This design comes from an exercise in tuning for a short achievable clock period and few clock cycles on the open sky130 flow, not from production work.
In this exercise RTL edits were held to simulation tests only and were not proved equivalent to the original.
Power and IR drop assume default switching activity.

===== flow/flow/run.sh =====
#!/bin/bash
set -euo pipefail
bash standard.sh \
  SETUP_SLACK_MARGIN=12.5 \
  "BUFFER_PORTS_ARGS=-buffer_cell sky130_fd_sc_hd__buf_8" \
  finish > standard_flow.log 2>&1

===== flow/standard.sh =====
#!/bin/bash
# synth_recipe.tcl (not shown) runs the flow's synth.tcl, then flattens the netlist and writes it again
# the make line also repeats each setting of config.mk as NAME=value (left out here)
make -C /OpenROAD-flow-scripts/flow DESIGN_CONFIG=/design/flow/config.mk WORK_HOME=/design/flow/orfs CLKGATE_MAP_FILE= SYNTH_SCRIPT=/design/flow/synth_recipe.tcl "${@:-finish}"

===== flow/config.mk =====
export PLATFORM = sky130hd
export DESIGN_NAME = bcd_clock_core
export DESIGN_NICKNAME = bcd_clock_core
export VERILOG_FILES = /design/flow/design.v
export SDC_FILE = /design/flow/constraint.sdc
export NUM_CORES = 4
export LEC_CHECK = 0
export CAP_MARGIN = 20
export CORE_MARGIN = 2
export CORE_UTILIZATION = 40
export SLEW_MARGIN = 20

===== flow/constraint.sdc =====
create_clock -name core_clock -period 20.0 [get_ports {clk}]
set_input_delay 4.0000 -clock core_clock [delete_from_list [all_inputs] [get_ports {clk}]]
set_output_delay 4.0000 -clock core_clock [all_outputs]
set_load 0.01 [all_outputs]

===== flow/design.v =====
module bcd_clock_core (
    input  wire        clk,
    input  wire        rst,         
    input  wire        cmd_valid,
    input  wire [31:0] cmd,
    input  wire [31:0] now,
    output wire        cmd_ready,
    output wire        bus_req,
    output wire        bus_we,
    output wire [7:0]  bus_addr,
    output wire [7:0]  bus_wdata,
    input  wire        bus_done,
    input  wire [7:0]  bus_rdata,
    input  wire        bus_err,
    output wire [3:0]  led_hour,
    output wire [5:0]  led_min,
    output wire [15:0] pwm,
    output wire [15:0] result,
    output wire [7:0]  status
);
    localparam [15:0] PWM_MAX     = 16'd1024;
    localparam        SEC_HALT    = 1'b0;
    localparam [1:0] REG_SEC  = 2'h0;
    localparam [1:0] REG_MIN  = 2'h1;
    localparam [1:0] REG_HOUR = 2'h2;
    localparam [3:0] OP_DEC  = 4'h1, OP_ENC  = 4'h2, OP_TO12 = 4'h3,
                     OP_HLED = 4'h4, OP_MLED = 4'h5, OP_BRT  = 4'h6,
                     OP_DEB  = 4'h7, OP_INCH = 4'h8, OP_INCM = 4'h9,
                     OP_BTNH = 4'hA, OP_BTNM = 4'hB, OP_SYNC = 4'hC,
                     OP_REF  = 4'hD;
    localparam integer T_INCH_RD  = 0,    
                       T_INCH_WR  = 1,    
                       T_INCM_RD  = 2,    
                       T_CARRY_RD = 3,    
                       T_CARRY_WR = 4,    
                       T_INCM_WR  = 5,    
                       T_SYNC_WH  = 6,    
                       T_SYNC_WM  = 7,
                       T_SYNC_WS  = 8,    
                       T_REF_RH   = 9,    
                       T_REF_RM   = 10,
                       T_REF_RS   = 11;   
    function [6:0] t_enc;
        input [5:0] x;
        begin
            case (x)
                6'd0: t_enc = 7'h0;
                6'd1: t_enc = 7'h1;
                6'd2: t_enc = 7'h2;
                6'd3: t_enc = 7'h3;
                6'd4: t_enc = 7'h4;
                6'd5: t_enc = 7'h5;
                6'd6: t_enc = 7'h6;
                6'd7: t_enc = 7'h7;
                6'd8: t_enc = 7'h8;
                6'd9: t_enc = 7'h9;
                6'd10: t_enc = 7'h10;
                6'd11: t_enc = 7'h11;
                6'd12: t_enc = 7'h12;
                6'd13: t_enc = 7'h13;
                6'd14: t_enc = 7'h14;
                6'd15: t_enc = 7'h15;
                6'd16: t_enc = 7'h16;
                6'd17: t_enc = 7'h17;
                6'd18: t_enc = 7'h18;
                6'd19: t_enc = 7'h19;
                6'd20: t_enc = 7'h20;
                6'd21: t_enc = 7'h21;
                6'd22: t_enc = 7'h22;
                6'd23: t_enc = 7'h23;
                6'd24: t_enc = 7'h24;
                6'd25: t_enc = 7'h25;
                6'd26: t_enc = 7'h26;
                6'd27: t_enc = 7'h27;
                6'd28: t_enc = 7'h28;
                6'd29: t_enc = 7'h29;
                6'd30: t_enc = 7'h30;
                6'd31: t_enc = 7'h31;
                6'd32: t_enc = 7'h32;
                6'd33: t_enc = 7'h33;
                6'd34: t_enc = 7'h34;
                6'd35: t_enc = 7'h35;
                6'd36: t_enc = 7'h36;
                6'd37: t_enc = 7'h37;
                6'd38: t_enc = 7'h38;
                6'd39: t_enc = 7'h39;
                6'd40: t_enc = 7'h40;
                6'd41: t_enc = 7'h41;
                6'd42: t_enc = 7'h42;
                6'd43: t_enc = 7'h43;
                6'd44: t_enc = 7'h44;
                6'd45: t_enc = 7'h45;
                6'd46: t_enc = 7'h46;
                6'd47: t_enc = 7'h47;
                6'd48: t_enc = 7'h48;
                6'd49: t_enc = 7'h49;
                6'd50: t_enc = 7'h50;
                6'd51: t_enc = 7'h51;
                6'd52: t_enc = 7'h52;
                6'd53: t_enc = 7'h53;
                6'd54: t_enc = 7'h54;
                6'd55: t_enc = 7'h55;
                6'd56: t_enc = 7'h56;
                6'd57: t_enc = 7'h57;
                6'd58: t_enc = 7'h58;
                6'd59: t_enc = 7'h59;
                6'd60: t_enc = 7'h0;
                6'd61: t_enc = 7'h0;
                6'd62: t_enc = 7'h0;
                6'd63: t_enc = 7'h0;
                default: t_enc = 7'h0;
            endcase
        end
    endfunction
    function [10:0] t_bright;
        input [5:0] x;
        begin
            case (x)
                6'd0: t_bright = 11'h0;
                6'd1: t_bright = 11'h11;
                6'd2: t_bright = 11'h23;
                6'd3: t_bright = 11'h34;
                6'd4: t_bright = 11'h45;
                6'd5: t_bright = 11'h57;
                6'd6: t_bright = 11'h68;
                6'd7: t_bright = 11'h79;
                6'd8: t_bright = 11'h8b;
                6'd9: t_bright = 11'h9c;
                6'd10: t_bright = 11'hae;
                6'd11: t_bright = 11'hbf;
                6'd12: t_bright = 11'hd0;
                6'd13: t_bright = 11'he2;
                6'd14: t_bright = 11'hf3;
                6'd15: t_bright = 11'h104;
                6'd16: t_bright = 11'h116;
                6'd17: t_bright = 11'h127;
                6'd18: t_bright = 11'h138;
                6'd19: t_bright = 11'h14a;
                6'd20: t_bright = 11'h15b;
                6'd21: t_bright = 11'h16c;
                6'd22: t_bright = 11'h17e;
                6'd23: t_bright = 11'h18f;
                6'd24: t_bright = 11'h1a1;
                6'd25: t_bright = 11'h1b2;
                6'd26: t_bright = 11'h1c3;
                6'd27: t_bright = 11'h1d5;
                6'd28: t_bright = 11'h1e6;
                6'd29: t_bright = 11'h1f7;
                6'd30: t_bright = 11'h209;
                6'd31: t_bright = 11'h21a;
                6'd32: t_bright = 11'h22b;
                6'd33: t_bright = 11'h23d;
                6'd34: t_bright = 11'h24e;
                6'd35: t_bright = 11'h25f;
                6'd36: t_bright = 11'h271;
                6'd37: t_bright = 11'h282;
                6'd38: t_bright = 11'h294;
                6'd39: t_bright = 11'h2a5;
                6'd40: t_bright = 11'h2b6;
                6'd41: t_bright = 11'h2c8;
                6'd42: t_bright = 11'h2d9;
                6'd43: t_bright = 11'h2ea;
                6'd44: t_bright = 11'h2fc;
                6'd45: t_bright = 11'h30d;
                6'd46: t_bright = 11'h31e;
                6'd47: t_bright = 11'h330;
                6'd48: t_bright = 11'h341;
                6'd49: t_bright = 11'h352;
                6'd50: t_bright = 11'h364;
                6'd51: t_bright = 11'h375;
                6'd52: t_bright = 11'h387;
                6'd53: t_bright = 11'h398;
                6'd54: t_bright = 11'h3a9;
                6'd55: t_bright = 11'h3bb;
                6'd56: t_bright = 11'h3cc;
                6'd57: t_bright = 11'h3dd;
                6'd58: t_bright = 11'h3ef;
                6'd59: t_bright = 11'h400;
                6'd60: t_bright = 11'h0;
                6'd61: t_bright = 11'h0;
                6'd62: t_bright = 11'h0;
                6'd63: t_bright = 11'h0;
                default: t_bright = 11'h0;
            endcase
        end
    endfunction
    function [4:0] t_enc12;
        input [4:0] x;
        begin
            case (x)
                5'd0: t_enc12 = 5'h0;
                5'd1: t_enc12 = 5'h1;
                5'd2: t_enc12 = 5'h2;
                5'd3: t_enc12 = 5'h3;
                5'd4: t_enc12 = 5'h4;
                5'd5: t_enc12 = 5'h5;
                5'd6: t_enc12 = 5'h6;
                5'd7: t_enc12 = 5'h7;
                5'd8: t_enc12 = 5'h8;
                5'd9: t_enc12 = 5'h9;
                5'd10: t_enc12 = 5'h10;
                5'd11: t_enc12 = 5'h11;
                5'd12: t_enc12 = 5'h12;
                5'd13: t_enc12 = 5'h1;
                5'd14: t_enc12 = 5'h2;
                5'd15: t_enc12 = 5'h3;
                5'd16: t_enc12 = 5'h4;
                5'd17: t_enc12 = 5'h5;
                5'd18: t_enc12 = 5'h6;
                5'd19: t_enc12 = 5'h7;
                5'd20: t_enc12 = 5'h8;
                5'd21: t_enc12 = 5'h9;
                5'd22: t_enc12 = 5'h10;
                5'd23: t_enc12 = 5'h11;
                5'd24: t_enc12 = 5'h0;
                5'd25: t_enc12 = 5'h0;
                5'd26: t_enc12 = 5'h0;
                5'd27: t_enc12 = 5'h0;
                5'd28: t_enc12 = 5'h0;
                5'd29: t_enc12 = 5'h0;
                5'd30: t_enc12 = 5'h0;
                5'd31: t_enc12 = 5'h0;
                default: t_enc12 = 5'h0;
            endcase
        end
    endfunction
    function [3:0] t_to12;
        input [4:0] x;
        begin
            case (x)
                5'd0: t_to12 = 4'h0;
                5'd1: t_to12 = 4'h1;
                5'd2: t_to12 = 4'h2;
                5'd3: t_to12 = 4'h3;
                5'd4: t_to12 = 4'h4;
                5'd5: t_to12 = 4'h5;
                5'd6: t_to12 = 4'h6;
                5'd7: t_to12 = 4'h7;
                5'd8: t_to12 = 4'h8;
                5'd9: t_to12 = 4'h9;
                5'd10: t_to12 = 4'ha;
                5'd11: t_to12 = 4'hb;
                5'd12: t_to12 = 4'hc;
                5'd13: t_to12 = 4'h1;
                5'd14: t_to12 = 4'h2;
                5'd15: t_to12 = 4'h3;
                5'd16: t_to12 = 4'h4;
                5'd17: t_to12 = 4'h5;
                5'd18: t_to12 = 4'h6;
                5'd19: t_to12 = 4'h7;
                5'd20: t_to12 = 4'h8;
                5'd21: t_to12 = 4'h9;
                5'd22: t_to12 = 4'ha;
                5'd23: t_to12 = 4'hb;
                5'd24: t_to12 = 4'h0;
                5'd25: t_to12 = 4'h0;
                5'd26: t_to12 = 4'h0;
                5'd27: t_to12 = 4'h0;
                5'd28: t_to12 = 4'h0;
                5'd29: t_to12 = 4'h0;
                5'd30: t_to12 = 4'h0;
                5'd31: t_to12 = 4'h0;
                default: t_to12 = 4'h0;
            endcase
        end
    endfunction
    function [6:0] t_dec;
        input [6:0] x;
        begin
            case (x)
                7'd0: t_dec = 7'h0;
                7'd1: t_dec = 7'h1;
                7'd2: t_dec = 7'h2;
                7'd3: t_dec = 7'h3;
                7'd4: t_dec = 7'h4;
                7'd5: t_dec = 7'h5;
                7'd6: t_dec = 7'h6;
                7'd7: t_dec = 7'h7;
                7'd8: t_dec = 7'h8;
                7'd9: t_dec = 7'h9;
                7'd10: t_dec = 7'ha;
                7'd11: t_dec = 7'hb;
                7'd12: t_dec = 7'hc;
                7'd13: t_dec = 7'hd;
                7'd14: t_dec = 7'he;
                7'd15: t_dec = 7'hf;
                7'd16: t_dec = 7'ha;
                7'd17: t_dec = 7'hb;
                7'd18: t_dec = 7'hc;
                7'd19: t_dec = 7'hd;
                7'd20: t_dec = 7'he;
                7'd21: t_dec = 7'hf;
                7'd22: t_dec = 7'h10;
                7'd23: t_dec = 7'h11;
                7'd24: t_dec = 7'h12;
                7'd25: t_dec = 7'h13;
                7'd26: t_dec = 7'h14;
                7'd27: t_dec = 7'h15;
                7'd28: t_dec = 7'h16;
                7'd29: t_dec = 7'h17;
                7'd30: t_dec = 7'h18;
                7'd31: t_dec = 7'h19;
                7'd32: t_dec = 7'h14;
                7'd33: t_dec = 7'h15;
                7'd34: t_dec = 7'h16;
                7'd35: t_dec = 7'h17;
                7'd36: t_dec = 7'h18;
                7'd37: t_dec = 7'h19;
                7'd38: t_dec = 7'h1a;
                7'd39: t_dec = 7'h1b;
                7'd40: t_dec = 7'h1c;
                7'd41: t_dec = 7'h1d;
                7'd42: t_dec = 7'h1e;
                7'd43: t_dec = 7'h1f;
                7'd44: t_dec = 7'h20;
                7'd45: t_dec = 7'h21;
                7'd46: t_dec = 7'h22;
                7'd47: t_dec = 7'h23;
                7'd48: t_dec = 7'h1e;
                7'd49: t_dec = 7'h1f;
                7'd50: t_dec = 7'h20;
                7'd51: t_dec = 7'h21;
                7'd52: t_dec = 7'h22;
                7'd53: t_dec = 7'h23;
                7'd54: t_dec = 7'h24;
                7'd55: t_dec = 7'h25;
                7'd56: t_dec = 7'h26;
                7'd57: t_dec = 7'h27;
                7'd58: t_dec = 7'h28;
                7'd59: t_dec = 7'h29;
                7'd60: t_dec = 7'h2a;
                7'd61: t_dec = 7'h2b;
                7'd62: t_dec = 7'h2c;
                7'd63: t_dec = 7'h2d;
                7'd64: t_dec = 7'h28;
                7'd65: t_dec = 7'h29;
                7'd66: t_dec = 7'h2a;
                7'd67: t_dec = 7'h2b;
                7'd68: t_dec = 7'h2c;
                7'd69: t_dec = 7'h2d;
                7'd70: t_dec = 7'h2e;
                7'd71: t_dec = 7'h2f;
                7'd72: t_dec = 7'h30;
                7'd73: t_dec = 7'h31;
                7'd74: t_dec = 7'h32;
                7'd75: t_dec = 7'h33;
                7'd76: t_dec = 7'h34;
                7'd77: t_dec = 7'h35;
                7'd78: t_dec = 7'h36;
                7'd79: t_dec = 7'h37;
                7'd80: t_dec = 7'h32;
                7'd81: t_dec = 7'h33;
                7'd82: t_dec = 7'h34;
                7'd83: t_dec = 7'h35;
                7'd84: t_dec = 7'h36;
                7'd85: t_dec = 7'h37;
                7'd86: t_dec = 7'h38;
                7'd87: t_dec = 7'h39;
                7'd88: t_dec = 7'h3a;
                7'd89: t_dec = 7'h3b;
                7'd90: t_dec = 7'h3c;
                7'd91: t_dec = 7'h3d;
                7'd92: t_dec = 7'h3e;
                7'd93: t_dec = 7'h3f;
                7'd94: t_dec = 7'h40;
                7'd95: t_dec = 7'h41;
                7'd96: t_dec = 7'h3c;
                7'd97: t_dec = 7'h3d;
                7'd98: t_dec = 7'h3e;
                7'd99: t_dec = 7'h3f;
                7'd100: t_dec = 7'h40;
                7'd101: t_dec = 7'h41;
                7'd102: t_dec = 7'h42;
                7'd103: t_dec = 7'h43;
                7'd104: t_dec = 7'h44;
                7'd105: t_dec = 7'h45;
                7'd106: t_dec = 7'h46;
                7'd107: t_dec = 7'h47;
                7'd108: t_dec = 7'h48;
                7'd109: t_dec = 7'h49;
                7'd110: t_dec = 7'h4a;
                7'd111: t_dec = 7'h4b;
                7'd112: t_dec = 7'h46;
                7'd113: t_dec = 7'h47;
                7'd114: t_dec = 7'h48;
                7'd115: t_dec = 7'h49;
                7'd116: t_dec = 7'h4a;
                7'd117: t_dec = 7'h4b;
                7'd118: t_dec = 7'h4c;
                7'd119: t_dec = 7'h4d;
                7'd120: t_dec = 7'h4e;
                7'd121: t_dec = 7'h4f;
                7'd122: t_dec = 7'h50;
                7'd123: t_dec = 7'h51;
                7'd124: t_dec = 7'h52;
                7'd125: t_dec = 7'h53;
                7'd126: t_dec = 7'h54;
                7'd127: t_dec = 7'h55;
                default: t_dec = 7'h0;
            endcase
        end
    endfunction
    function [6:0] t_inch;
        input [5:0] x;
        begin
            case (x)
                6'd0: t_inch = 7'h1;
                6'd1: t_inch = 7'h2;
                6'd2: t_inch = 7'h3;
                6'd3: t_inch = 7'h4;
                6'd4: t_inch = 7'h5;
                6'd5: t_inch = 7'h6;
                6'd6: t_inch = 7'h7;
                6'd7: t_inch = 7'h8;
                6'd8: t_inch = 7'h9;
                6'd9: t_inch = 7'h10;
                6'd10: t_inch = 7'h11;
                6'd11: t_inch = 7'h12;
                6'd12: t_inch = 7'h13;
                6'd13: t_inch = 7'h14;
                6'd14: t_inch = 7'h15;
                6'd15: t_inch = 7'h16;
                6'd16: t_inch = 7'h11;
                6'd17: t_inch = 7'h12;
                6'd18: t_inch = 7'h13;
                6'd19: t_inch = 7'h14;
                6'd20: t_inch = 7'h15;
                6'd21: t_inch = 7'h16;
                6'd22: t_inch = 7'h17;
                6'd23: t_inch = 7'h18;
                6'd24: t_inch = 7'h19;
                6'd25: t_inch = 7'h20;
                6'd26: t_inch = 7'h21;
                6'd27: t_inch = 7'h22;
                6'd28: t_inch = 7'h23;
                6'd29: t_inch = 7'h0;
                6'd30: t_inch = 7'h40;
                6'd31: t_inch = 7'h40;
                6'd32: t_inch = 7'h21;
                6'd33: t_inch = 7'h22;
                6'd34: t_inch = 7'h23;
                6'd35: t_inch = 7'h0;
                6'd36: t_inch = 7'h40;
                6'd37: t_inch = 7'h40;
                6'd38: t_inch = 7'h40;
                6'd39: t_inch = 7'h40;
                6'd40: t_inch = 7'h40;
                6'd41: t_inch = 7'h40;
                6'd42: t_inch = 7'h40;
                6'd43: t_inch = 7'h40;
                6'd44: t_inch = 7'h40;
                6'd45: t_inch = 7'h40;
                6'd46: t_inch = 7'h40;
                6'd47: t_inch = 7'h40;
                6'd48: t_inch = 7'h40;
                6'd49: t_inch = 7'h40;
                6'd50: t_inch = 7'h40;
                6'd51: t_inch = 7'h40;
                6'd52: t_inch = 7'h40;
                6'd53: t_inch = 7'h40;
                6'd54: t_inch = 7'h40;
                6'd55: t_inch = 7'h40;
                6'd56: t_inch = 7'h40;
                6'd57: t_inch = 7'h40;
                6'd58: t_inch = 7'h40;
                6'd59: t_inch = 7'h40;
                6'd60: t_inch = 7'h40;
                6'd61: t_inch = 7'h40;
                6'd62: t_inch = 7'h40;
                6'd63: t_inch = 7'h40;
                default: t_inch = 7'h0;
            endcase
        end
    endfunction
    function [8:0] t_incm;
        input [6:0] x;
        begin
            case (x)
                7'd0: t_incm = 9'h1;
                7'd1: t_incm = 9'h2;
                7'd2: t_incm = 9'h3;
                7'd3: t_incm = 9'h4;
                7'd4: t_incm = 9'h5;
                7'd5: t_incm = 9'h6;
                7'd6: t_incm = 9'h7;
                7'd7: t_incm = 9'h8;
                7'd8: t_incm = 9'h9;
                7'd9: t_incm = 9'h10;
                7'd10: t_incm = 9'h11;
                7'd11: t_incm = 9'h12;
                7'd12: t_incm = 9'h13;
                7'd13: t_incm = 9'h14;
                7'd14: t_incm = 9'h15;
                7'd15: t_incm = 9'h16;
                7'd16: t_incm = 9'h11;
                7'd17: t_incm = 9'h12;
                7'd18: t_incm = 9'h13;
                7'd19: t_incm = 9'h14;
                7'd20: t_incm = 9'h15;
                7'd21: t_incm = 9'h16;
                7'd22: t_incm = 9'h17;
                7'd23: t_incm = 9'h18;
                7'd24: t_incm = 9'h19;
                7'd25: t_incm = 9'h20;
                7'd26: t_incm = 9'h21;
                7'd27: t_incm = 9'h22;
                7'd28: t_incm = 9'h23;
                7'd29: t_incm = 9'h24;
                7'd30: t_incm = 9'h25;
                7'd31: t_incm = 9'h26;
                7'd32: t_incm = 9'h21;
                7'd33: t_incm = 9'h22;
                7'd34: t_incm = 9'h23;
                7'd35: t_incm = 9'h24;
                7'd36: t_incm = 9'h25;
                7'd37: t_incm = 9'h26;
                7'd38: t_incm = 9'h27;
                7'd39: t_incm = 9'h28;
                7'd40: t_incm = 9'h29;
                7'd41: t_incm = 9'h30;
                7'd42: t_incm = 9'h31;
                7'd43: t_incm = 9'h32;
                7'd44: t_incm = 9'h33;
                7'd45: t_incm = 9'h34;
                7'd46: t_incm = 9'h35;
                7'd47: t_incm = 9'h36;
                7'd48: t_incm = 9'h31;
                7'd49: t_incm = 9'h32;
                7'd50: t_incm = 9'h33;
                7'd51: t_incm = 9'h34;
                7'd52: t_incm = 9'h35;
                7'd53: t_incm = 9'h36;
                7'd54: t_incm = 9'h37;
                7'd55: t_incm = 9'h38;
                7'd56: t_incm = 9'h39;
                7'd57: t_incm = 9'h40;
                7'd58: t_incm = 9'h41;
                7'd59: t_incm = 9'h42;
                7'd60: t_incm = 9'h43;
                7'd61: t_incm = 9'h44;
                7'd62: t_incm = 9'h45;
                7'd63: t_incm = 9'h46;
                7'd64: t_incm = 9'h41;
                7'd65: t_incm = 9'h42;
                7'd66: t_incm = 9'h43;
                7'd67: t_incm = 9'h44;
                7'd68: t_incm = 9'h45;
                7'd69: t_incm = 9'h46;
                7'd70: t_incm = 9'h47;
                7'd71: t_incm = 9'h48;
                7'd72: t_incm = 9'h49;
                7'd73: t_incm = 9'h50;
                7'd74: t_incm = 9'h51;
                7'd75: t_incm = 9'h52;
                7'd76: t_incm = 9'h53;
                7'd77: t_incm = 9'h54;
                7'd78: t_incm = 9'h55;
                7'd79: t_incm = 9'h56;
                7'd80: t_incm = 9'h51;
                7'd81: t_incm = 9'h52;
                7'd82: t_incm = 9'h53;
                7'd83: t_incm = 9'h54;
                7'd84: t_incm = 9'h55;
                7'd85: t_incm = 9'h56;
                7'd86: t_incm = 9'h57;
                7'd87: t_incm = 9'h58;
                7'd88: t_incm = 9'h59;
                7'd89: t_incm = 9'h80;
                7'd90: t_incm = 9'h100;
                7'd91: t_incm = 9'h100;
                7'd92: t_incm = 9'h100;
                7'd93: t_incm = 9'h100;
                7'd94: t_incm = 9'h100;
                7'd95: t_incm = 9'h100;
                7'd96: t_incm = 9'h100;
                7'd97: t_incm = 9'h100;
                7'd98: t_incm = 9'h100;
                7'd99: t_incm = 9'h100;
                7'd100: t_incm = 9'h100;
                7'd101: t_incm = 9'h100;
                7'd102: t_incm = 9'h100;
                7'd103: t_incm = 9'h100;
                7'd104: t_incm = 9'h100;
                7'd105: t_incm = 9'h100;
                7'd106: t_incm = 9'h100;
                7'd107: t_incm = 9'h100;
                7'd108: t_incm = 9'h100;
                7'd109: t_incm = 9'h100;
                7'd110: t_incm = 9'h100;
                7'd111: t_incm = 9'h100;
                7'd112: t_incm = 9'h100;
                7'd113: t_incm = 9'h100;
                7'd114: t_incm = 9'h100;
                7'd115: t_incm = 9'h100;
                7'd116: t_incm = 9'h100;
                7'd117: t_incm = 9'h100;
                7'd118: t_incm = 9'h100;
                7'd119: t_incm = 9'h100;
                7'd120: t_incm = 9'h100;
                7'd121: t_incm = 9'h100;
                7'd122: t_incm = 9'h100;
                7'd123: t_incm = 9'h100;
                7'd124: t_incm = 9'h100;
                7'd125: t_incm = 9'h100;
                7'd126: t_incm = 9'h100;
                7'd127: t_incm = 9'h100;
                default: t_incm = 9'h0;
            endcase
        end
    endfunction
    function [3:0] t_ref_hour;
        input [5:0] x;
        begin
            case (x)
                6'd0: t_ref_hour = 4'h0;
                6'd1: t_ref_hour = 4'h1;
                6'd2: t_ref_hour = 4'h2;
                6'd3: t_ref_hour = 4'h3;
                6'd4: t_ref_hour = 4'h4;
                6'd5: t_ref_hour = 4'h5;
                6'd6: t_ref_hour = 4'h6;
                6'd7: t_ref_hour = 4'h7;
                6'd8: t_ref_hour = 4'h8;
                6'd9: t_ref_hour = 4'h9;
                6'd10: t_ref_hour = 4'ha;
                6'd11: t_ref_hour = 4'hb;
                6'd12: t_ref_hour = 4'hc;
                6'd13: t_ref_hour = 4'h1;
                6'd14: t_ref_hour = 4'h2;
                6'd15: t_ref_hour = 4'h3;
                6'd16: t_ref_hour = 4'ha;
                6'd17: t_ref_hour = 4'hb;
                6'd18: t_ref_hour = 4'hc;
                6'd19: t_ref_hour = 4'h1;
                6'd20: t_ref_hour = 4'h2;
                6'd21: t_ref_hour = 4'h3;
                6'd22: t_ref_hour = 4'h4;
                6'd23: t_ref_hour = 4'h5;
                6'd24: t_ref_hour = 4'h6;
                6'd25: t_ref_hour = 4'h7;
                6'd26: t_ref_hour = 4'h8;
                6'd27: t_ref_hour = 4'h9;
                6'd28: t_ref_hour = 4'ha;
                6'd29: t_ref_hour = 4'hb;
                6'd30: t_ref_hour = 4'h0;
                6'd31: t_ref_hour = 4'h0;
                6'd32: t_ref_hour = 4'h8;
                6'd33: t_ref_hour = 4'h9;
                6'd34: t_ref_hour = 4'ha;
                6'd35: t_ref_hour = 4'hb;
                6'd36: t_ref_hour = 4'h0;
                6'd37: t_ref_hour = 4'h0;
                6'd38: t_ref_hour = 4'h0;
                6'd39: t_ref_hour = 4'h0;
                6'd40: t_ref_hour = 4'h0;
                6'd41: t_ref_hour = 4'h0;
                6'd42: t_ref_hour = 4'h0;
                6'd43: t_ref_hour = 4'h0;
                6'd44: t_ref_hour = 4'h0;
                6'd45: t_ref_hour = 4'h0;
                6'd46: t_ref_hour = 4'h0;
                6'd47: t_ref_hour = 4'h0;
                6'd48: t_ref_hour = 4'h0;
                6'd49: t_ref_hour = 4'h0;
                6'd50: t_ref_hour = 4'h0;
                6'd51: t_ref_hour = 4'h0;
                6'd52: t_ref_hour = 4'h0;
                6'd53: t_ref_hour = 4'h0;
                6'd54: t_ref_hour = 4'h0;
                6'd55: t_ref_hour = 4'h0;
                6'd56: t_ref_hour = 4'h0;
                6'd57: t_ref_hour = 4'h0;
                6'd58: t_ref_hour = 4'h0;
                6'd59: t_ref_hour = 4'h0;
                6'd60: t_ref_hour = 4'h0;
                6'd61: t_ref_hour = 4'h0;
                6'd62: t_ref_hour = 4'h0;
                6'd63: t_ref_hour = 4'h0;
                default: t_ref_hour = 4'h0;
            endcase
        end
    endfunction
    function [6:0] t_ref_min;
        input [6:0] x;
        begin
            case (x)
                7'd0: t_ref_min = 7'h0;
                7'd1: t_ref_min = 7'h1;
                7'd2: t_ref_min = 7'h2;
                7'd3: t_ref_min = 7'h3;
                7'd4: t_ref_min = 7'h4;
                7'd5: t_ref_min = 7'h5;
                7'd6: t_ref_min = 7'h6;
                7'd7: t_ref_min = 7'h7;
                7'd8: t_ref_min = 7'h8;
                7'd9: t_ref_min = 7'h9;
                7'd10: t_ref_min = 7'ha;
                7'd11: t_ref_min = 7'hb;
                7'd12: t_ref_min = 7'hc;
                7'd13: t_ref_min = 7'hd;
                7'd14: t_ref_min = 7'he;
                7'd15: t_ref_min = 7'hf;
                7'd16: t_ref_min = 7'ha;
                7'd17: t_ref_min = 7'hb;
                7'd18: t_ref_min = 7'hc;
                7'd19: t_ref_min = 7'hd;
                7'd20: t_ref_min = 7'he;
                7'd21: t_ref_min = 7'hf;
                7'd22: t_ref_min = 7'h10;
                7'd23: t_ref_min = 7'h11;
                7'd24: t_ref_min = 7'h12;
                7'd25: t_ref_min = 7'h13;
                7'd26: t_ref_min = 7'h14;
                7'd27: t_ref_min = 7'h15;
                7'd28: t_ref_min = 7'h16;
                7'd29: t_ref_min = 7'h17;
                7'd30: t_ref_min = 7'h18;
                7'd31: t_ref_min = 7'h19;
                7'd32: t_ref_min = 7'h14;
                7'd33: t_ref_min = 7'h15;
                7'd34: t_ref_min = 7'h16;
                7'd35: t_ref_min = 7'h17;
                7'd36: t_ref_min = 7'h18;
                7'd37: t_ref_min = 7'h19;
                7'd38: t_ref_min = 7'h1a;
                7'd39: t_ref_min = 7'h1b;
                7'd40: t_ref_min = 7'h1c;
                7'd41: t_ref_min = 7'h1d;
                7'd42: t_ref_min = 7'h1e;
                7'd43: t_ref_min = 7'h1f;
                7'd44: t_ref_min = 7'h20;
                7'd45: t_ref_min = 7'h21;
                7'd46: t_ref_min = 7'h22;
                7'd47: t_ref_min = 7'h23;
                7'd48: t_ref_min = 7'h1e;
                7'd49: t_ref_min = 7'h1f;
                7'd50: t_ref_min = 7'h20;
                7'd51: t_ref_min = 7'h21;
                7'd52: t_ref_min = 7'h22;
                7'd53: t_ref_min = 7'h23;
                7'd54: t_ref_min = 7'h24;
                7'd55: t_ref_min = 7'h25;
                7'd56: t_ref_min = 7'h26;
                7'd57: t_ref_min = 7'h27;
                7'd58: t_ref_min = 7'h28;
                7'd59: t_ref_min = 7'h29;
                7'd60: t_ref_min = 7'h2a;
                7'd61: t_ref_min = 7'h2b;
                7'd62: t_ref_min = 7'h2c;
                7'd63: t_ref_min = 7'h2d;
                7'd64: t_ref_min = 7'h28;
                7'd65: t_ref_min = 7'h29;
                7'd66: t_ref_min = 7'h2a;
                7'd67: t_ref_min = 7'h2b;
                7'd68: t_ref_min = 7'h2c;
                7'd69: t_ref_min = 7'h2d;
                7'd70: t_ref_min = 7'h2e;
                7'd71: t_ref_min = 7'h2f;
                7'd72: t_ref_min = 7'h30;
                7'd73: t_ref_min = 7'h31;
                7'd74: t_ref_min = 7'h32;
                7'd75: t_ref_min = 7'h33;
                7'd76: t_ref_min = 7'h34;
                7'd77: t_ref_min = 7'h35;
                7'd78: t_ref_min = 7'h36;
                7'd79: t_ref_min = 7'h37;
                7'd80: t_ref_min = 7'h32;
                7'd81: t_ref_min = 7'h33;
                7'd82: t_ref_min = 7'h34;
                7'd83: t_ref_min = 7'h35;
                7'd84: t_ref_min = 7'h36;
                7'd85: t_ref_min = 7'h37;
                7'd86: t_ref_min = 7'h38;
                7'd87: t_ref_min = 7'h39;
                7'd88: t_ref_min = 7'h3a;
                7'd89: t_ref_min = 7'h3b;
                7'd90: t_ref_min = 7'h40;
                7'd91: t_ref_min = 7'h40;
                7'd92: t_ref_min = 7'h40;
                7'd93: t_ref_min = 7'h40;
                7'd94: t_ref_min = 7'h40;
                7'd95: t_ref_min = 7'h40;
                7'd96: t_ref_min = 7'h40;
                7'd97: t_ref_min = 7'h40;
                7'd98: t_ref_min = 7'h40;
                7'd99: t_ref_min = 7'h40;
                7'd100: t_ref_min = 7'h40;
                7'd101: t_ref_min = 7'h40;
                7'd102: t_ref_min = 7'h40;
                7'd103: t_ref_min = 7'h40;
                7'd104: t_ref_min = 7'h40;
                7'd105: t_ref_min = 7'h40;
                7'd106: t_ref_min = 7'h40;
                7'd107: t_ref_min = 7'h40;
                7'd108: t_ref_min = 7'h40;
                7'd109: t_ref_min = 7'h40;
                7'd110: t_ref_min = 7'h40;
                7'd111: t_ref_min = 7'h40;
                7'd112: t_ref_min = 7'h40;
                7'd113: t_ref_min = 7'h40;
                7'd114: t_ref_min = 7'h40;
                7'd115: t_ref_min = 7'h40;
                7'd116: t_ref_min = 7'h40;
                7'd117: t_ref_min = 7'h40;
                7'd118: t_ref_min = 7'h40;
                7'd119: t_ref_min = 7'h40;
                7'd120: t_ref_min = 7'h40;
                7'd121: t_ref_min = 7'h40;
                7'd122: t_ref_min = 7'h40;
                7'd123: t_ref_min = 7'h40;
                7'd124: t_ref_min = 7'h40;
                7'd125: t_ref_min = 7'h40;
                7'd126: t_ref_min = 7'h40;
                7'd127: t_ref_min = 7'h40;
                default: t_ref_min = 7'h0;
            endcase
        end
    endfunction
    function [11:0] t_ref_sec;
        input [6:0] x;
        begin
            case (x)
                7'd0: t_ref_sec = 12'h0;
                7'd1: t_ref_sec = 12'h11;
                7'd2: t_ref_sec = 12'h23;
                7'd3: t_ref_sec = 12'h34;
                7'd4: t_ref_sec = 12'h45;
                7'd5: t_ref_sec = 12'h57;
                7'd6: t_ref_sec = 12'h68;
                7'd7: t_ref_sec = 12'h79;
                7'd8: t_ref_sec = 12'h8b;
                7'd9: t_ref_sec = 12'h9c;
                7'd10: t_ref_sec = 12'hae;
                7'd11: t_ref_sec = 12'hbf;
                7'd12: t_ref_sec = 12'hd0;
                7'd13: t_ref_sec = 12'he2;
                7'd14: t_ref_sec = 12'hf3;
                7'd15: t_ref_sec = 12'h104;
                7'd16: t_ref_sec = 12'hae;
                7'd17: t_ref_sec = 12'hbf;
                7'd18: t_ref_sec = 12'hd0;
                7'd19: t_ref_sec = 12'he2;
                7'd20: t_ref_sec = 12'hf3;
                7'd21: t_ref_sec = 12'h104;
                7'd22: t_ref_sec = 12'h116;
                7'd23: t_ref_sec = 12'h127;
                7'd24: t_ref_sec = 12'h138;
                7'd25: t_ref_sec = 12'h14a;
                7'd26: t_ref_sec = 12'h15b;
                7'd27: t_ref_sec = 12'h16c;
                7'd28: t_ref_sec = 12'h17e;
                7'd29: t_ref_sec = 12'h18f;
                7'd30: t_ref_sec = 12'h1a1;
                7'd31: t_ref_sec = 12'h1b2;
                7'd32: t_ref_sec = 12'h15b;
                7'd33: t_ref_sec = 12'h16c;
                7'd34: t_ref_sec = 12'h17e;
                7'd35: t_ref_sec = 12'h18f;
                7'd36: t_ref_sec = 12'h1a1;
                7'd37: t_ref_sec = 12'h1b2;
                7'd38: t_ref_sec = 12'h1c3;
                7'd39: t_ref_sec = 12'h1d5;
                7'd40: t_ref_sec = 12'h1e6;
                7'd41: t_ref_sec = 12'h1f7;
                7'd42: t_ref_sec = 12'h209;
                7'd43: t_ref_sec = 12'h21a;
                7'd44: t_ref_sec = 12'h22b;
                7'd45: t_ref_sec = 12'h23d;
                7'd46: t_ref_sec = 12'h24e;
                7'd47: t_ref_sec = 12'h25f;
                7'd48: t_ref_sec = 12'h209;
                7'd49: t_ref_sec = 12'h21a;
                7'd50: t_ref_sec = 12'h22b;
                7'd51: t_ref_sec = 12'h23d;
                7'd52: t_ref_sec = 12'h24e;
                7'd53: t_ref_sec = 12'h25f;
                7'd54: t_ref_sec = 12'h271;
                7'd55: t_ref_sec = 12'h282;
                7'd56: t_ref_sec = 12'h294;
                7'd57: t_ref_sec = 12'h2a5;
                7'd58: t_ref_sec = 12'h2b6;
                7'd59: t_ref_sec = 12'h2c8;
                7'd60: t_ref_sec = 12'h2d9;
                7'd61: t_ref_sec = 12'h2ea;
                7'd62: t_ref_sec = 12'h2fc;
                7'd63: t_ref_sec = 12'h30d;
                7'd64: t_ref_sec = 12'h2b6;
                7'd65: t_ref_sec = 12'h2c8;
                7'd66: t_ref_sec = 12'h2d9;
                7'd67: t_ref_sec = 12'h2ea;
                7'd68: t_ref_sec = 12'h2fc;
                7'd69: t_ref_sec = 12'h30d;
                7'd70: t_ref_sec = 12'h31e;
                7'd71: t_ref_sec = 12'h330;
                7'd72: t_ref_sec = 12'h341;
                7'd73: t_ref_sec = 12'h352;
                7'd74: t_ref_sec = 12'h364;
                7'd75: t_ref_sec = 12'h375;
                7'd76: t_ref_sec = 12'h387;
                7'd77: t_ref_sec = 12'h398;
                7'd78: t_ref_sec = 12'h3a9;
                7'd79: t_ref_sec = 12'h3bb;
                7'd80: t_ref_sec = 12'h364;
                7'd81: t_ref_sec = 12'h375;
                7'd82: t_ref_sec = 12'h387;
                7'd83: t_ref_sec = 12'h398;
                7'd84: t_ref_sec = 12'h3a9;
                7'd85: t_ref_sec = 12'h3bb;
                7'd86: t_ref_sec = 12'h3cc;
                7'd87: t_ref_sec = 12'h3dd;
                7'd88: t_ref_sec = 12'h3ef;
                7'd89: t_ref_sec = 12'h400;
                7'd90: t_ref_sec = 12'h800;
                7'd91: t_ref_sec = 12'h800;
                7'd92: t_ref_sec = 12'h800;
                7'd93: t_ref_sec = 12'h800;
                7'd94: t_ref_sec = 12'h800;
                7'd95: t_ref_sec = 12'h800;
                7'd96: t_ref_sec = 12'h800;
                7'd97: t_ref_sec = 12'h800;
                7'd98: t_ref_sec = 12'h800;
                7'd99: t_ref_sec = 12'h800;
                7'd100: t_ref_sec = 12'h800;
                7'd101: t_ref_sec = 12'h800;
                7'd102: t_ref_sec = 12'h800;
                7'd103: t_ref_sec = 12'h800;
                7'd104: t_ref_sec = 12'h800;
                7'd105: t_ref_sec = 12'h800;
                7'd106: t_ref_sec = 12'h800;
                7'd107: t_ref_sec = 12'h800;
                7'd108: t_ref_sec = 12'h800;
                7'd109: t_ref_sec = 12'h800;
                7'd110: t_ref_sec = 12'h800;
                7'd111: t_ref_sec = 12'h800;
                7'd112: t_ref_sec = 12'h800;
                7'd113: t_ref_sec = 12'h800;
                7'd114: t_ref_sec = 12'h800;
                7'd115: t_ref_sec = 12'h800;
                7'd116: t_ref_sec = 12'h800;
                7'd117: t_ref_sec = 12'h800;
                7'd118: t_ref_sec = 12'h800;
                7'd119: t_ref_sec = 12'h800;
                7'd120: t_ref_sec = 12'h800;
                7'd121: t_ref_sec = 12'h800;
                7'd122: t_ref_sec = 12'h800;
                7'd123: t_ref_sec = 12'h800;
                7'd124: t_ref_sec = 12'h800;
                7'd125: t_ref_sec = 12'h800;
                7'd126: t_ref_sec = 12'h800;
                7'd127: t_ref_sec = 12'h800;
                default: t_ref_sec = 12'h0;
            endcase
        end
    endfunction
    reg        ready;           
    reg        req_r;
    reg        we_r;
    reg [1:0]  addr_r;
    reg [6:0]  wdata_r;         
    reg [11:0] step;            
    reg [5:0]  sync_b;          
    reg [5:0]  sync_c;
    reg [3:0]  ref_hour;        
    reg [5:0]  ref_min;         
    reg        ref_min_bad;     
    reg        last_valid;
    reg [31:0] last_ts;
    reg [3:0]  out_hour;
    reg [5:0]  out_min;
    reg [10:0] pwm_r;           
    reg [10:0] result_r;        
    reg        dom_err, bus_err_f, ill_err, acc;
    assign cmd_ready = ready & ~rst;
    assign bus_req   = req_r;
    assign bus_we    = we_r;
    assign bus_addr  = {6'd0, addr_r};
    assign bus_wdata = {1'b0, wdata_r};
    assign led_hour  = out_hour;
    assign led_min   = out_min;
    assign pwm       = {5'd0, pwm_r};
    assign result    = {5'd0, result_r};
    assign status    = {3'b000, ~ready, acc, ill_err, bus_err_f, dom_err};
    wire [3:0] op  = cmd[31:28];
    wire [1:0] rsv = cmd[27:26];
    wire [1:0] sel = cmd[25:24];
    wire [7:0] fa  = cmd[23:16];
    wire [7:0] fb  = cmd[15:8];
    wire [7:0] fc  = cmd[7:0];
    wire rsv0   = (rsv == 2'd0);
    wire sel0   = (sel == 2'd0);
    wire selok  = (sel != 2'd3);
    wire ab0    = (cmd[23:8] == 16'd0);
    wire c0     = (fc == 8'd0);
    reg legal;
    always @(*) begin
        case (op)
            OP_DEC:                        legal = rsv0 && selok && ab0;
            OP_ENC, OP_TO12, OP_HLED,
            OP_MLED, OP_BRT:               legal = rsv0 && sel0 && ab0;
            OP_DEB:                        legal = rsv0 && selok && ab0 && c0;
            OP_INCH, OP_INCM, OP_BTNH,
            OP_BTNM, OP_REF:               legal = rsv0 && sel0 && ab0 && c0;
            OP_SYNC:                       legal = rsv0 && sel0;
            default:                       legal = 1'b0;
        endcase
    end
    wire [8:0]  lo_diff  = {1'b0, now[7:0]} - {1'b0, last_ts[7:0]};
    wire [23:0] ts_hi1   = last_ts[31:8] + 24'd1;
    wire        hi_eq0   = (now[31:8] == last_ts[31:8]);
    wire        hi_eq1   = (now[31:8] == ts_hi1);
    wire        in_window = (lo_diff[7:0] <= 8'd200) && (lo_diff[8] ? hi_eq1 : hi_eq0);
    wire        accept   = !last_valid || !in_window;
    wire c_big = (fc[7:6] != 2'd0) || (fc[5:2] == 4'hF);
    wire b_big = (fb[7:6] != 2'd0) || (fb[5:2] == 4'hF);
    wire [6:0] dec_c   = t_dec({fc[6] & ~sel0, fc[5:0]});
    wire [3:0] to12_c  = (fc[7:5] == 3'd0) ? t_to12(fc[4:0]) : 4'd0;
    wire [4:0] enc12_a = (fa[7:5] == 3'd0) ? t_enc12(fa[4:0]) : 5'd0;
    wire [6:0]  inch_v = t_inch(bus_rdata[5:0]);      
    wire [8:0]  incm_v = t_incm(bus_rdata[6:0]);      
    wire [11:0] sec_v  = t_ref_sec(bus_rdata[6:0]);   
    wire [6:0]  min_v  = t_ref_min(bus_rdata[6:0]);   
    wire take = ready & cmd_valid;
    always @(posedge clk) begin
        if (rst) begin
            ready      <= 1'b1;
            req_r      <= 1'b0;
            last_valid <= 1'b0;
            out_hour   <= 4'd0;
            out_min    <= 6'd0;
            pwm_r      <= 11'd0;
            result_r   <= 11'd0;
            dom_err    <= 1'b0;
            bus_err_f  <= 1'b0;
            ill_err    <= 1'b0;
            acc        <= 1'b0;
        end else if (ready) begin
            if (take) begin
                if (!legal) begin
                    ill_err <= 1'b1;
                end else begin
                    case (op)
                        OP_DEC:  result_r <= {4'd0, dec_c};
                        OP_ENC:  if (c_big) dom_err <= 1'b1;
                                 else result_r <= {4'd0, t_enc(fc[5:0])};
                        OP_TO12: result_r <= {7'd0, to12_c};
                        OP_HLED: result_r <= {7'd0, to12_c};
                        OP_MLED: if (c_big) dom_err <= 1'b1;
                                 else result_r <= {5'd0, fc[5:0]};
                        OP_BRT:  if (c_big) dom_err <= 1'b1;
                                 else result_r <= t_bright(fc[5:0]);
                        OP_DEB: begin
                            acc      <= accept;
                            result_r <= {10'd0, accept};
                            if (accept) begin
                                last_ts    <= now;
                                last_valid <= 1'b1;
                            end
                        end
                        OP_INCH: begin
                            ready  <= 1'b0;
                            req_r  <= 1'b1;
                            we_r   <= 1'b0;
                            addr_r <= REG_HOUR;
                            step   <= 12'd1 << T_INCH_RD;
                        end
                        OP_INCM: begin
                            ready  <= 1'b0;
                            req_r  <= 1'b1;
                            we_r   <= 1'b0;
                            addr_r <= REG_MIN;
                            step   <= 12'd1 << T_INCM_RD;
                        end
                        OP_BTNH, OP_BTNM: begin
                            acc <= accept;
                            if (accept) begin
                                last_ts    <= now;
                                last_valid <= 1'b1;
                                ready      <= 1'b0;
                                req_r      <= 1'b1;
                                we_r       <= 1'b0;
                                addr_r     <= op[0] ? REG_MIN : REG_HOUR;
                                step       <= op[0] ? (12'd1 << T_INCM_RD) : (12'd1 << T_INCH_RD);
                            end
                        end
                        OP_SYNC: begin
                            acc <= accept;
                            if (accept) begin
                                last_ts    <= now;
                                last_valid <= 1'b1;
                                if (b_big || c_big) begin
                                    dom_err <= 1'b1;
                                end else begin
                                    ready   <= 1'b0;
                                    req_r   <= 1'b1;
                                    we_r    <= 1'b1;
                                    addr_r  <= REG_HOUR;
                                    wdata_r <= {2'b00, enc12_a};
                                    step    <= 12'd1 << T_SYNC_WH;
                                end
                            end
                        end
                        OP_REF: begin
                            ready  <= 1'b0;
                            req_r  <= 1'b1;
                            we_r   <= 1'b0;
                            addr_r <= REG_HOUR;
                            step   <= 12'd1 << T_REF_RH;
                        end
                        default: ;
                    endcase
                end
                sync_b <= fb[5:0];
                sync_c <= fc[5:0];
            end
        end else if (bus_done) begin
            if (bus_err) begin
                bus_err_f <= 1'b1;
                ready     <= 1'b1;
                req_r     <= 1'b0;
            end else begin
                if (step[T_INCH_RD] || step[T_CARRY_RD]) begin
                    if (inch_v[6]) begin
                        dom_err <= 1'b1;
                        ready   <= 1'b1;
                        req_r   <= 1'b0;
                    end else begin
                        we_r    <= 1'b1;
                        wdata_r <= {1'b0, inch_v[5:0]};
                        step    <= step[T_INCH_RD] ? (12'd1 << T_INCH_WR) : (12'd1 << T_CARRY_WR);
                    end
                end
                if (step[T_INCM_RD]) begin
                    if (incm_v[8]) begin
                        dom_err <= 1'b1;
                        ready   <= 1'b1;
                        req_r   <= 1'b0;
                    end else if (incm_v[7]) begin
                        addr_r  <= REG_HOUR;
                        step    <= 12'd1 << T_CARRY_RD;
                    end else begin
                        we_r    <= 1'b1;
                        wdata_r <= incm_v[6:0];
                        step    <= 12'd1 << T_INCM_WR;
                    end
                end
                if (step[T_CARRY_WR]) begin
                    addr_r  <= REG_MIN;
                    wdata_r <= 7'h00;
                    step    <= 12'd1 << T_INCM_WR;
                end
                if (step[T_SYNC_WH]) begin
                    addr_r  <= REG_MIN;
                    wdata_r <= t_enc(sync_b);
                    step    <= 12'd1 << T_SYNC_WM;
                end
                if (step[T_SYNC_WM]) begin
                    addr_r  <= REG_SEC;
                    wdata_r <= t_enc(sync_c);     
                    step    <= 12'd1 << T_SYNC_WS;
                end
                if (step[T_REF_RH]) begin
                    ref_hour <= t_ref_hour(bus_rdata[5:0]);
                    addr_r   <= REG_MIN;
                    step     <= 12'd1 << T_REF_RM;
                end
                if (step[T_REF_RM]) begin
                    ref_min     <= min_v[5:0];
                    ref_min_bad <= min_v[6];
                    addr_r      <= REG_SEC;
                    step        <= 12'd1 << T_REF_RS;
                end
                if (step[T_REF_RS]) begin
                    if (ref_min_bad || sec_v[11]) begin
                        dom_err <= 1'b1;
                    end else begin
                        out_hour <= ref_hour;
                        out_min  <= ref_min;
                        pwm_r    <= sec_v[10:0];
                    end
                end
                if (step[T_INCH_WR] || step[T_INCM_WR] || step[T_SYNC_WS] || step[T_REF_RS]) begin
                    ready <= 1'b1;
                    req_r <= 1'b0;
                end
            end
        end
    end
endmodule

==> summary.md, run 1 <==
| Metric | Value |
|---|---|
| Post-DRT Antenna Nets | `0` |
| Initial Utilization | `0.404` |
| Crit path from | `rst` |
| Post-route DRC | `0` |
| Placed cells | `1720` |
| Distinct cell type count of the synthesized netlist | `89` |
| Pwr Total | `0.768 mW` |
| RePlAce Congestion | `0.886` |
| Die Height | `169 µm` |
| Setup TNS | `0 ns` |
| Total track usage | `0.221` |
| Crit path time final | `8.34 ns` |
| Crit path kind | `in -> out` |
| Number of fill cells | `2604` |
| # port buffers | `~120` |
| Final net count | `1536` |
| Initial antenna violation count | `0` |
| GRT Residual Overflow | `0` |
| Synth-to-Final Area Change | `23.9%` |
| Post-synth EDFFs | `77` |
| Vias/cell | `roughly 5.8` |
| Syn_area_per_cell | `between 8 and 9 µm²` |
| First-pass GRT wire length | `a little over 50000 µm` |
| Fmax | `between 0.1 and 0.15 GHz` |
| Worst Hold Class | `reg -> reg` |
| CTS tree | `built` |
| Io pins | `146` |
| H-Tree Level Count | `4` |
| Clk buf depth | `2` |
| Die width | `around 170 µm` |
| Finished Core Util | `0.501` |
| Drt pass-1 iters | `6` |
| Power per cell area | `57.2 mW/mm²` |
| Worst r2r src | `last_ts[7]$_DFFE_PP_` |
| # diodes | `0` |
| Area share of the largest cell type after synthesis | `0.213` |
| Drt initial violations | `741` |
| Hold Vio Cnt, Final | `0` |
| CTS sink count | `between 100 and 150` |
| Element type at the critical path end | `output pin` |
| Rel. slew slack | `0.329` |
| Final setup viols | `0` |
| Worst ir drop on vdd | `0.0598 mV` |
| Die area | `0.0284 mm²` |
| Clock Latency Late Sink | `0.43 ns` |
| Largest net degree at the start of global routing | `74` |
| Number of synthesized register bits | `130` |
| Cell type with the largest total area after synthesis | `edfxtp_1` |
| Worst EP arrival | `4.34 ns` |
| Unrepaired setup endpoints after global routing | `yes` |
| Non-filler cells, final | `1756` |
| Cell count after synthesis | `1349` |
| Synth warn | `1` |
| WL/cell | `18.1 µm` |
| Share of cells above drive strength 1 | `0.142` |
| R2r setup slk | `around 16 ns` |
| R2R cell count | `11` |
| Outcome | `finished clean` |
| Largest cells by area after synthesis | `edfxtp_1 21%, dfxtp_1 9.8%, ha_1 6.6%` |
| Worst-path clk slew | `0.06 ns` |
| Post-synthesis sequential area ratio | `0.311` |
| Number of global-route vias before repair | `9575` |
| DR vias | `10200` |
| Final Cycle Share | `0.417` |
| Maxcap violations | `0` |
| Mapped Area | `0.0108 mm²` |
| Hpwl dp | `22200 µm` |
| Slew Limit Fails | `0` |
| Dominant synthesized flop cell | `edfxtp_1` |
| Routed WL | `31700 µm` |
| Lkg Pwr | `approximately 5 nW` |
| CP Launch Type | `primary input` |
| Crit path to | `cmd_ready` |
| Clock skew | `0.0161 ns` |
| Async set-or-reset flop fraction in the synthesized netlist | `0` |
| Crit-path max FO | `3` |
| CP Data Required Time | `16.00 ns` |
| Root buffer cell | `clkbuf_16` |
| Core area | `about 0.027 mm²` |
| Total CTS buffers | `17` |
| Reg2reg end | `last_ts[29]$_DFFE_PP_` |
| # rows | `60` |
| Worst slew pin tran | `0.979 ns` |
cell type report:
class,count,area [µm²],share of cell area
clock buffer,17,425,0.0317
clock inverter,15,166,0.0124
inverter,47,176,0.0131
multi-input combinational,1073,6870,0.511
sequential,130,3370,0.251
tap,341,427,0.0318
timing repair buffer,133,1990,0.148
cell families (layout without fill, tap and decap cells):
kind of cell	count (synthesis)	in the layout	synth area share
adder cells (fa/ha/maj)	57	57	0.0658
other	1	20	0.000346
flip-flops	130	130	0.311
buffers and inverters	165	212	0.0661
XOR/XNOR	49	49	0.0396
multiplexers	37	37	0.0439
AND/OR/NAND/NOR	491	491	0.220
AO/OA/AOI/OAI	419	419	0.253
synth_stat cells (5+ instances only):
library cell    n
nand2_1       135
a21oi_1       120
nand3b_1        5
o311ai_0        6
nand3_1        34
edfxtp_1       77
ha_1           57
nor4_1         13
o31ai_1        13
xor2_1         13
o21ai_0        84
a22oi_1        13
a211oi_1       35
and2_1          9
buf_1          10
o211ai_1       21
nor3b_1         6
mux2i_1        25
or3_1           7
a31oi_1        14
clkbuf_1       78
o221ai_1        9
o32ai_1         5
a311oi_1        8
o22ai_1        13
o21a_1          7
dfxtp_1        53
nor3_1         38
nand2b_1       24
a21o_1          9
mux4_2          8
buf_2           6
nor2b_1        22
xnor2_1        36
nand4_1        10
inv_1          42
buf_4          24
and3_1         11
nor2_1        146
a221oi_1        9
critical path: stages:
cell and delay, ns:
buf_16 0.11, nor2_4 0.11, buf_8 0.11
power breakdown:
part	total, mW	leakage [nW]	switching (mW)	internal [mW]
logic	0.159	3.57	0.0902	0.0691
registers	0.290	1.15	0.00179	0.288
clock network	0.319	0.296	0.132	0.187
how the worst min path moves through the flow:
stage / startpoint / endpoint / slack, ns / depth (start not counted)
after detailed placement: out_min[0]$_SDFFE_PP0P_ / out_min[0]$_SDFFE_PP0P_ / 0.48 / 2
final: out_hour[2]$_SDFFE_PP0P_ / out_hour[2]$_SDFFE_PP0P_ / 0.48 / 2
after global routing: out_min[0]$_SDFFE_PP0P_ / out_min[0]$_SDFFE_PP0P_ / 0.51 / 2
after global placement: out_min[2]$_SDFFE_PP0P_ / out_min[2]$_SDFFE_PP0P_ / 0.47 / 2
after floorplan: bus_err_f$_SDFFE_PP0P_ / bus_err_f$_SDFFE_PP0P_ / 0.44 / 2
after CTS: out_min[0]$_SDFFE_PP0P_ / out_min[0]$_SDFFE_PP0P_ / 0.48 / 2
stage by stage:
step / setup WS [ns] / cell area, µm² / hold WS (ns)
CTS: 11.66 / 13400 / 0.484
detailed placement: 11.49 / 12700 / 0.476
floorplan: 11.47 / 11000 / 0.438
global placement: 11.49 / 12700 / 0.472
global route: 11.63 / 13400 / 0.509
finish: 11.66 / 13400 / 0.480
routing by layer:
layer	vias to the layer above	routed length, µm	global-route usage
met5	-	0	0
met4	0	627	0.0675
met3	43	1460	0.0288
met2	289	14700	0.356
met1	4790	15000	0.311
li1	5062	-	-
layout by cell type (no fill, tap or decap), types with 9 or more instances in the layout:
cell type	n
ha_1	57
mux2i_1	25
o22ai_1	13
o31ai_1	13
a21oi_1	120
nand3_1	34
nor3_1	38
a21o_1	9
clkbuf_16	17
xor2_1	13
xnor2_1	36
buf_8	123
nor2b_1	22
o221ai_1	9
a22oi_1	13
nand2b_1	24
edfxtp_1	77
inv_1	42
o21ai_0	84
nand2_1	135
and2_1	9
nand4_1	10
dfxtp_1	53
nor4_1	12
a221oi_1	9
conb_1	20
o211ai_1	21
nor2_1	145
and3_1	11
a211oi_1	35
a31oi_1	14
timing repair:
item                                    CTS  global route
pin swaps                                 2             0
endpoints found under the setup margin   40            40
hold buffers                              0             0
gates cloned                              2             0
gates resized for setup                   3             2
buffers inserted                          2             0
Testbench counts, summed over its fixed seeds: cycles 1,058,249.
==> inputs of run 2 (changes only) <==
--- a/flow/design.v
+++ b/flow/design.v
@@ -970,4 +970,6 @@
     reg [10:0] pwm_r;           
     reg [10:0] result_r;        
+    reg        result_ok;       
+    reg        disp_ok;         
     reg        dom_err, bus_err_f, ill_err, acc;
     assign cmd_ready = ready & ~rst;
@@ -976,8 +978,8 @@
     assign bus_addr  = {6'd0, addr_r};
     assign bus_wdata = {1'b0, wdata_r};
-    assign led_hour  = out_hour;
-    assign led_min   = out_min;
-    assign pwm       = {5'd0, pwm_r};
-    assign result    = {5'd0, result_r};
+    assign led_hour  = out_hour & {4{disp_ok}};
+    assign led_min   = out_min & {6{disp_ok}};
+    assign pwm       = {5'd0, pwm_r & {11{disp_ok}}};
+    assign result    = {5'd0, result_r & {11{result_ok}}};
     assign status    = {3'b000, ~ready, acc, ill_err, bus_err_f, dom_err};
     wire [3:0] op  = cmd[31:28];
@@ -1022,21 +1024,12 @@
     wire take = ready & cmd_valid;
     always @(posedge clk) begin
-        if (rst) begin
-            ready      <= 1'b1;
-            req_r      <= 1'b0;
-            last_valid <= 1'b0;
-            out_hour   <= 4'd0;
-            out_min    <= 6'd0;
-            pwm_r      <= 11'd0;
-            result_r   <= 11'd0;
-            dom_err    <= 1'b0;
-            bus_err_f  <= 1'b0;
-            ill_err    <= 1'b0;
-            acc        <= 1'b0;
-        end else if (ready) begin
+        if (ready) begin
             if (take) begin
                 if (!legal) begin
                     ill_err <= 1'b1;
                 end else begin
+                    if (op == OP_DEC || op == OP_TO12 || op == OP_HLED || op == OP_DEB ||
+                        ((op == OP_ENC || op == OP_MLED || op == OP_BRT) && !c_big))
+                        result_ok <= 1'b1;
                     case (op)
                         OP_DEC:  result_r <= {4'd0, dec_c};
@@ -1174,4 +1167,5 @@
                         dom_err <= 1'b1;
                     end else begin
+                        disp_ok  <= 1'b1;
                         out_hour <= ref_hour;
                         out_min  <= ref_min;
@@ -1185,4 +1179,15 @@
             end
         end
+        if (rst) begin
+            ready      <= 1'b1;
+            req_r      <= 1'b0;
+            last_valid <= 1'b0;
+            result_ok  <= 1'b0;
+            disp_ok    <= 1'b0;
+            dom_err    <= 1'b0;
+            bus_err_f  <= 1'b0;
+            ill_err    <= 1'b0;
+            acc        <= 1'b0;
+        end
     end
 endmodule
==> flow/flow/run.sh (replaced) <==
#!/bin/bash
set -euo pipefail
bash standard.sh \
  SETUP_SLACK_MARGIN=12.5 \
  "BUFFER_PORTS_ARGS=-buffer_cell sky130_fd_sc_hd__buf_4" \
  finish > standard_flow.log 2>&1
==> run 2 against run 1 <==
  * Still clean on timing, DRC and antenna
  * First-iteration DRC count rose by 45%
  * Clock power is 7.8% higher
  * Hold slack got worse by 0.077 ns
  * Register-to-register slack better by 0.35 ns
  * Via count rose by 2.6%
  * Largest cell class unchanged
  * Largest power group unchanged
  * Highest routed layer unchanged
==> summary.md, run 2 <==
| Metric | Value |
|---|---|
| Fmax | `0.121 GHz (+0.59%)` |
| Post-synthesis sequential area ratio | `0.331 (+0.0196)` |
| Finished Cell Area | `0.0130 mm² (-3.0%)` |
| Dominant synthesized flop cell | `edfxtp_1` |
| Placed cells | `1759 (+2.3%)` |
| Post-route DRC | `0 (unchanged)` |
| Final net count | `1537 (+0.065%)` |
| First-pass GRT wire length | `50300 µm (-1.8%)` |
| Post-synth EDFFs | `109 (+42%)` |
| Setup TNS | `0 ns (unchanged)` |
| Largest net degree at the start of global routing | `78 (+5.4%)` |
| Final setup viols | `0 (unchanged)` |
| Worst r2r src | `last_ts[5]$_DFFE_PP_` |
| Crit path from | `rst` |
| Commonest non-fill, non-tap cell in the layout | `buf_4` |
| Crit path kind | `in -> out` |
| Number of synthesized register bits | `132 (+1.5%)` |
| Clk buf depth | `2 (unchanged)` |
| Worst slew pin tran | `1.01 ns (+0.0350 ns)` |
| RePlAce Congestion | `0.880 (-0.69%)` |
| Crit path time final | `8.29 ns (-0.0493 ns)` |
| WHS Path Cells | `0 (-2)` |
| Element type at the critical path end | `output pin` |
| Maxcap violations | `0 (unchanged)` |
| Cell type with the largest total area after synthesis | `edfxtp_1` |
| Async set-or-reset flop fraction in the synthesized netlist | `0 (unchanged)` |
| # port buffers | `124 (unchanged)` |
| Crit-path max FO | `2 (-1)` |
| CTS sink count | `132 (+1.5%)` |
| Vias/cell | `5.82 (+0.33%)` |
| H-Tree Level Count | `4 (unchanged)` |
| PnR worst setup slack | `11.71 ns (+0.0493 ns)` |
| Lkg Pwr | `5.06 nW (+0.71%)` |
| Root buffer cell | `clkbuf_16` |
| Worst-path clk slew | `0.07 ns (about the same)` |
| Non-filler cells, final | `1795 (+2.2%)` |
| Mapped Area | `0.0113 mm² (+4.1%)` |
| Placed instance area | `0.0123 mm² (-3.3%)` |
| Number of global-route vias before repair | `9362 (-2.2%)` |
| Drt pass-1 iters | `5 (-1)` |
| Worst ir drop on vdd | `0.0420 mV (-30%)` |
| Hold WS | `0.404 ns (-0.0767 ns)` |
| Share of cells above drive strength 1 | `0.138 (-0.00363)` |
| CTS hold repair buffers | `0 (unchanged)` |
| R2R cell count | `10 (-1)` |
| Commonest cells after routing, fill and taps aside | `128 x buf_4, 127 x nor2_1, 109 x edfxtp_1, 107 x nand2_1, 99 x a21oi_1` |
| Die Height | `172 µm (+2.0%)` |
| Initial antenna violation count | `1 (+1)` |
| CP Data Required Time | `16.00 ns (about the same)` |
| Routed WL | `31800 µm (about the same)` |
| DR vias | `10400 (+2.6%)` |
| Outcome | `finished clean` |
| Rel. slew slack | `0.305 (-0.0240)` |
| Reg2reg end | `step[4]$_SDFFCE_PP0P_` |
| Largest cells by area after synthesis | `edfxtp_1 29%, ha_1 6.3%, a21oi_1 4.4%` |
| Post-synth top cells | `128 x nor2_1, 109 x edfxtp_1, 107 x nand2_1` |
| Final Cycle Share | `0.414 (-0.00246)` |
| Power per cell area | `61.7 mW/mm² (+7.8%)` |
| Total track usage | `0.212 (-0.00890)` |
| Slew Limit Fails | `0 (unchanged)` |
| Die width | `172 µm (+2.0%)` |
| # rows | `61 (+1.7%)` |
| Hpwl dp | `22400 µm (+0.74%)` |
| Worst EP arrival | `4.29 ns (-0.05 ns)` |
| Cell count after synthesis | `1343 (-0.44%)` |
| Drt initial violations | `1073 (+45%)` |
| Unrepaired setup endpoints after global routing | `yes` |
| Hold Vio Cnt, Final | `0 (unchanged)` |
| Area share of the largest cell type after synthesis | `0.290 (+0.0767)` |
| R2r setup slk | `16.36 ns (+0.35 ns)` |
| Top-count cell post-synth | `nor2_1` |
| DP Worst Slack | `11.57 ns (+0.0810 ns)` |
| Finished Core Util | `0.469 (-0.0323)` |
| Total CTS buffers | `17 (unchanged)` |
| Syn_area_per_cell | `8.40 µm² (+4.6%)` |
| CTS tree | `built` |
| Post-DRT Antenna Nets | `0 (unchanged)` |
| WL/cell | `17.7 µm (-2.1%)` |
| Clock Latency Late Sink | `0.43 ns (about the same)` |
| CP Launch Type | `primary input` |
| Clock skew | `0.0199 ns (+0.00384 ns)` |
| Initial Utilization | `0.406 (+0.00180)` |
| Core area | `0.0278 mm² (+3.7%)` |
| Crit path to | `cmd_ready` |
| Worst Hold Class | `reg -> reg` |
| Synth warn | `1 (unchanged)` |
| GRT Residual Overflow | `0 (unchanged)` |
| Distinct cell type count of the synthesized netlist | `90 (+1.1%)` |
| Die area | `0.0296 mm² (+4.0%)` |
| Pwr Total | `0.803 mW (+4.6%)` |
| Synth-to-Final Area Change | `15.4%` |
| Io pins | `146 (unchanged)` |
run 2: changes by cell type after synthesis, sizes merged, moves of 12 or more:
cell    delta
a211oi    -12
a21oi     -20
and2      +35
clkbuf    -12
dfxtp     -30
edfxtp    +32
nand2     -28
nor2      -19
xnor2     -16
run 2: layout make-up:
cell class                      instances  area [µm²]
Multi-Input combinational cell       1068        6940
Sequential cell                       132        3730
Antenna cell                            1        2.50
Timing Repair Buffer                  132        1020
Clock buffer                           22         529
Inverter                               52         195
Tap cell                              378         473
Fill cell                            2721       14800
Clock inverter                         10         125
run 2: how the worst min path moves through the flow:
stage,startpoint,endpoint
final,ref_min[2]$_DFFE_PP_,out_min[2]$_DFFE_PP_
after global routing,ref_min[2]$_DFFE_PP_,out_min[2]$_DFFE_PP_
after CTS,ref_min[1]$_DFFE_PP_,out_min[1]$_DFFE_PP_
after detailed placement,ref_hour[1]$_DFFE_PP_,out_hour[1]$_DFFE_PP_
after global placement,ref_min[2]$_DFFE_PP_,out_min[2]$_DFFE_PP_
after floorplan,ref_hour[0]$_DFFE_PP_,out_hour[0]$_DFFE_PP_
run 2: report_power, final:
part / leakage (nW) / internal, mW / switching, mW / total, mW
clock network: 0.324 / 0.216 / 0.128 / 0.344
logic: 3.54 / 0.0596 / 0.0953 / 0.155
registers: 1.19 / 0.303 / 0.00168 / 0.305
total: 5.06 / 0.578 / 0.225 / 0.803
run 2: worst max-delay path, cell delays in order:
cell    delay, ns
buf_12       0.11
nor2_4       0.07
buf_6        0.11
run 2: layer usage:
| layer | vias to the layer above | share of wire | wire (µm) | track usage |
|---|---|---|---|---|
| met2 | 352 | 0.45 | 14300 | 0.329 |
| met4 | 0 | 0.011 | 355 | 0.0519 |
| met5 | - | 0 | 0 | 0 |
| met1 | 4952 | 0.48 | 15200 | 0.311 |
| met3 | 27 | 0.060 | 1900 | 0.0314 |
| li1 | 5114 | - | - | - |
run 2: what timing repair did:
item	in CTS	in global routing
cloned	0	0
gates resized for setup	4	0
buffers inserted	1	0
pin swaps	1	0
setup endpoints to repair	1	1
run 2: cell families after synthesis:
group / synth area share
simple gates: 0.229
compound gates: 0.242
buf+inv: 0.0629
flops: 0.331
fa+ha+maj: 0.0641
mux: 0.0457
xor+xnor: 0.0248
other cells: 0.000332
Testbench counts of run 2, summed over its fixed seeds: cycles 1,058,249.

-- port drivers added, routing unchanged --
In the flow no input, the clock included, has a driving cell. The finished layouts below were timed again as built, in two steps. Step 1 (the two cells are an assumption about what drives the block):
set clk [get_ports {clk}]
set_driving_cell -lib_cell sky130_fd_sc_hd__clkbuf_16 $clk
set_driving_cell -lib_cell sky130_fd_sc_hd__buf_2 [delete_from_list [all_inputs] $clk]
Step 2 moves the port delays by t, midway between the first and last clock arrival at a register: inputs arrive t later, outputs are due t later. That takes back most of the time a late clock gives input paths. Slacks: ideal ports / drivers / drivers and shift; pairs: ideal ports / drivers.
run | t (ns) | slack for setup (ns) | worst slew at a driven data input, ns
run 1 | 0.469 | 11.663 / 11.538 / 11.538 | 0.19
run 2 | 0.466 | 11.712 / 11.667 / 11.667 | 0.08
After both steps setup and hold are still met in every run listed. For run 1, which loses most, drivers alone change the setup slack by -0.125 ns; drivers and shift together by -0.125 ns.
